From an optimization exercise on the open Yosys and OpenROAD flow, aimed at small area, a short achievable clock period and few clock cycles; shortcuts taken in it are not production practice. In this exercise RTL edits were held to simulation tests only and were not proved equivalent to the original. Power is estimated from default activity; no workload was simulated.

==> v1: inputs <==
// crc8_framer
module crc8_framer (
    input  wire         clk,
    input  wire         rst,
    input  wire         rx_valid,
    input  wire [7:0]   rx_data,
    output wire         rx_ready,
    output wire         tx_valid,
    output wire [7:0]   tx_data,
    input  wire         tx_ready,
    input  wire         cmd_valid,
    output wire         cmd_ready,
    input  wire [7:0]   cmd_code,
    input  wire [7:0]   cmd_arg,
    input  wire [151:0] cmd_pkt,
    output reg          res_valid,
    output reg          res_ok,
    output reg  [31:0]  res_word,
    output reg  [151:0] res_pkt,
    output wire         pkt_avail,
    output wire         q_full
);
clock: 8.0 ns
lec_check: 0
cap_margin: 20
core_margin: 2
core_utilization: 50
setup_slack_margin: 5
slew_margin: 20
run.sh (not shown) runs the stock make flow with config.mk's settings and CLKGATE_MAP_FILE= SYNTH_SCRIPT=/design/flow/synth_recipe.tcl, a recipe that flattens the netlist after the stock synthesis.
==> inputs of v18, as changes to v1 <==
--- a/flow/design.v
+++ b/flow/design.v
@@ -94,16 +94,16 @@
     reg  [4:0]  st_k;
     reg  [2:0]  st_snap;
     reg  [1:0]  fq [0:7];
     reg  [2:0]  f_rd, f_wr;
     reg  [3:0]  f_cnt;
     reg  [3:0]  f_ndata;              
     reg         tx_valid_q;
-    reg  [7:0]  tx_data_q;
-    reg  [4:0]  t_idx;                
+    reg  [7:0]  tx_data_q;            
+    reg  [4:0]  t_idx;
     reg  [151:0] dreg;                
     reg  [1:0]  last_tag;
     reg         dt_le12;              
     reg  [3:0]  dt_t;
     reg         last_v;
     reg  [7:0]  crc_acc;
     integer k;
@@ -173,22 +173,24 @@
     wire data_busy_n = (f_ndata_n != 4'd0);
     wire       st_idle = !tx_valid_q;
     wire       st_q    = st_idle ? (f_cnt != 4'd0) : (tx_end & (f_cnt >= 4'd2));
     wire       tx_go   = st_q | ((st_idle | tx_end) & push);
     wire [7:0] b0_push = x_send ? res_pkt[7:0] : (push_tag == T_DATA) ? dreg[7:0] : 8'h10;
     wire [1:0] go_tag  = st_idle ? htag : ntag;
     wire [7:0] b0_go   = !st_q ? b0_push : (go_tag == T_DATA) ? dreg[7:0] : 8'h10;
+    wire [4:0] n_idx = tx_fire ? t_idx + 5'd1 : t_idx;
     reg  [7:0] nb_data;
     always @(*) begin
         nb_data = 8'h00;
-        for (k = 0; k < 18; k = k + 1)
-            nb_data = nb_data | ({8{t_idx == k}} & dreg[(k+1)*8 +: 8]);
+        for (k = 0; k < 19; k = k + 1)
+            nb_data = nb_data | ({8{n_idx == k}} & dreg[k*8 +: 8]);
     end
-    wire [7:0] nb_const = (t_idx == 5'd0)  ? ((htag == T_ACK) ? 8'h01 : 8'h02) :
-                          (t_idx == 5'd17) ? ((htag == T_ACK) ? 8'h5A : 8'h48) : 8'hFF;
+    wire [7:0] nb_const = (n_idx == 5'd0)  ? 8'h10 :
+                          (n_idx == 5'd1)  ? ((htag == T_ACK) ? 8'h01 : 8'h02) :
+                          (n_idx == 5'd18) ? ((htag == T_ACK) ? 8'h5A : 8'h48) : 8'hFF;
     wire [7:0] nb    = (htag == T_DATA) ? nb_data : nb_const;
     reg        e_cor, e_qf, e_rx, e_tx;
     reg  [3:0] e_rxt, e_txt;
     reg [27:0] ev;
     always @(*) begin
         ev = 28'd0;
         if (e_cor) ev[0] = 1'b1;
@@ -327,21 +329,19 @@
         e_rxt <= rx_type;
         e_txt <= pt_t;
         if (x_send) begin
             dreg    <= res_pkt;
             dt_le12 <= (res_pkt[15:8] <= 8'd12);
             dt_t    <= res_pkt[11:8];
         end
-        if (tx_go) begin
-            tx_data_q <= b0_go;
+        tx_data_q <= tx_go ? b0_go : nb;
+        if (tx_go)
             t_idx     <= 5'd0;
-        end else if (tx_fire) begin
-            tx_data_q <= nb;
+        else if (tx_fire)
             t_idx     <= t_idx + 5'd1;
-        end
     end
     always @(posedge clk) begin
         res_valid <= 1'b0;
         if (rst) begin
             rx_ready_q  <= 1'b1;
             cmd_ready_q <= 1'b1;
             pkt_avail_q <= 1'b0;
Settings changed: CAP_MARGIN 20 to 10, CORE_UTILIZATION 50 to 65, CTS_CLUSTER_DIAMETER from default to 90, CTS_CLUSTER_SIZE from default to 28, PLACE_DENSITY from default to 0.72, SLEW_MARGIN 20 to 10.
==> inputs of v32, as changes to v1 <==
--- a/flow/design.v
+++ b/flow/design.v
@@ -94,16 +94,16 @@
     reg  [4:0]  st_k;
     reg  [2:0]  st_snap;
     reg  [1:0]  fq [0:7];
     reg  [2:0]  f_rd, f_wr;
     reg  [3:0]  f_cnt;
     reg  [3:0]  f_ndata;              
     reg         tx_valid_q;
-    reg  [7:0]  tx_data_q;
-    reg  [4:0]  t_idx;                
+    reg  [7:0]  tx_data_q;            
+    reg  [4:0]  t_idx;
     reg  [151:0] dreg;                
     reg  [1:0]  last_tag;
     reg         dt_le12;              
     reg  [3:0]  dt_t;
     reg         last_v;
     reg  [7:0]  crc_acc;
     integer k;
@@ -173,22 +173,24 @@
     wire data_busy_n = (f_ndata_n != 4'd0);
     wire       st_idle = !tx_valid_q;
     wire       st_q    = st_idle ? (f_cnt != 4'd0) : (tx_end & (f_cnt >= 4'd2));
     wire       tx_go   = st_q | ((st_idle | tx_end) & push);
     wire [7:0] b0_push = x_send ? res_pkt[7:0] : (push_tag == T_DATA) ? dreg[7:0] : 8'h10;
     wire [1:0] go_tag  = st_idle ? htag : ntag;
     wire [7:0] b0_go   = !st_q ? b0_push : (go_tag == T_DATA) ? dreg[7:0] : 8'h10;
+    wire [4:0] n_idx = tx_fire ? t_idx + 5'd1 : t_idx;
     reg  [7:0] nb_data;
     always @(*) begin
         nb_data = 8'h00;
-        for (k = 0; k < 18; k = k + 1)
-            nb_data = nb_data | ({8{t_idx == k}} & dreg[(k+1)*8 +: 8]);
+        for (k = 0; k < 19; k = k + 1)
+            nb_data = nb_data | ({8{n_idx == k}} & dreg[k*8 +: 8]);
     end
-    wire [7:0] nb_const = (t_idx == 5'd0)  ? ((htag == T_ACK) ? 8'h01 : 8'h02) :
-                          (t_idx == 5'd17) ? ((htag == T_ACK) ? 8'h5A : 8'h48) : 8'hFF;
+    wire [7:0] nb_const = (n_idx == 5'd0)  ? 8'h10 :
+                          (n_idx == 5'd1)  ? ((htag == T_ACK) ? 8'h01 : 8'h02) :
+                          (n_idx == 5'd18) ? ((htag == T_ACK) ? 8'h5A : 8'h48) : 8'hFF;
     wire [7:0] nb    = (htag == T_DATA) ? nb_data : nb_const;
     reg        e_cor, e_qf, e_rx, e_tx;
     reg  [3:0] e_rxt, e_txt;
     reg [27:0] ev;
     always @(*) begin
         ev = 28'd0;
         if (e_cor) ev[0] = 1'b1;
@@ -327,21 +329,19 @@
         e_rxt <= rx_type;
         e_txt <= pt_t;
         if (x_send) begin
             dreg    <= res_pkt;
             dt_le12 <= (res_pkt[15:8] <= 8'd12);
             dt_t    <= res_pkt[11:8];
         end
-        if (tx_go) begin
-            tx_data_q <= b0_go;
+        tx_data_q <= tx_go ? b0_go : nb;
+        if (tx_go)
             t_idx     <= 5'd0;
-        end else if (tx_fire) begin
-            tx_data_q <= nb;
+        else if (tx_fire)
             t_idx     <= t_idx + 5'd1;
-        end
     end
     always @(posedge clk) begin
         res_valid <= 1'b0;
         if (rst) begin
             rx_ready_q  <= 1'b1;
             cmd_ready_q <= 1'b1;
             pkt_avail_q <= 1'b0;
Settings changed: CORE_UTILIZATION 50 to 70, CTS_CLUSTER_DIAMETER from default to 90, CTS_CLUSTER_SIZE from default to 28, PLACE_DENSITY from default to 0.76.
==> comparison table <==
item                                                                     v32         v1        v18
Slew at the pin with the worst max-slew slack                        1030 ps    1090 ps    1150 ps
Area added between synthesis and finish                                14.2%      22.9%      14.0%
Number of global-route vias before repair                              45600      43100      43300
Complex-gate fraction of the synthesized area                          6.52%      6.23%      6.52%
Total of fill cells in the finished design                              5801      12000       7559
Net switching power of the design                                  0.00553 W  0.00668 W  0.00543 W
Overall global routing resource usage                                  36.2%      24.6%      31.4%
Combinational power share                                               7.4%       6.2%       7.3%
DRC marker count from the first detailed-route iteration                4892       4382       4730
Number of buffer and inverter stages on the critical path                  1          1          0
Number of nets in the finished design                                   6460       6639       6443
Maximum ir drop on the vdd rail                                     0.304 mV   0.229 mV   0.271 mV
Tightest hold margin                                                  294 ps     277 ps     309 ps
Total routed wirelength                                            214000 um  203000 um  200000 um
Run status                                          timing/DRC/antenna clean  timing/DRC/antenna clean  timing/DRC/antenna clean
Die Width                                                             340 um     402 um     353 um
Number of antenna violations at the first check in global routing         18         22         18
Met1 track demand over resource in global routing                      46.9%      36.5%      42.2%
Testbench counts of v1, summed over its fixed seeds: cycles 9,983.
Testbench counts of v18, summed over its fixed seeds: cycles 9,983.
Testbench counts of v32, summed over its fixed seeds: cycles 9,983.

## static timing again, ports no longer ideal
The flow's constraints put no driver on any port. The routed layouts listed below were extracted and timed again, unchanged, in two steps. Step 1 assumes that a clkbuf_16 drives the clock port and a buf_2 every other input. Step 2 times the ports against the registers' clock, not the clock port: input delays grow and output delays shrink by t, the midpoint of the rising clock arrivals with the driver on. a / b / c = ideal / step 1 / step 2; a / b = the first two.
run | t, ns | slack for setup (ns) | pins driven straight from the clock port
v1 | 0.951 | 4.811 / 4.728 / 4.158 | 1
v18 | 0.845 | 4.969 / 4.823 / 3.978 | 1
v32 | 0.829 | 4.944 / 4.835 / 4.006 | 1
After both steps setup and hold are still met in every run listed. The setup slack of v18, which loses most, moves by -0.146 ns with the drivers and by -0.991 ns with both steps.
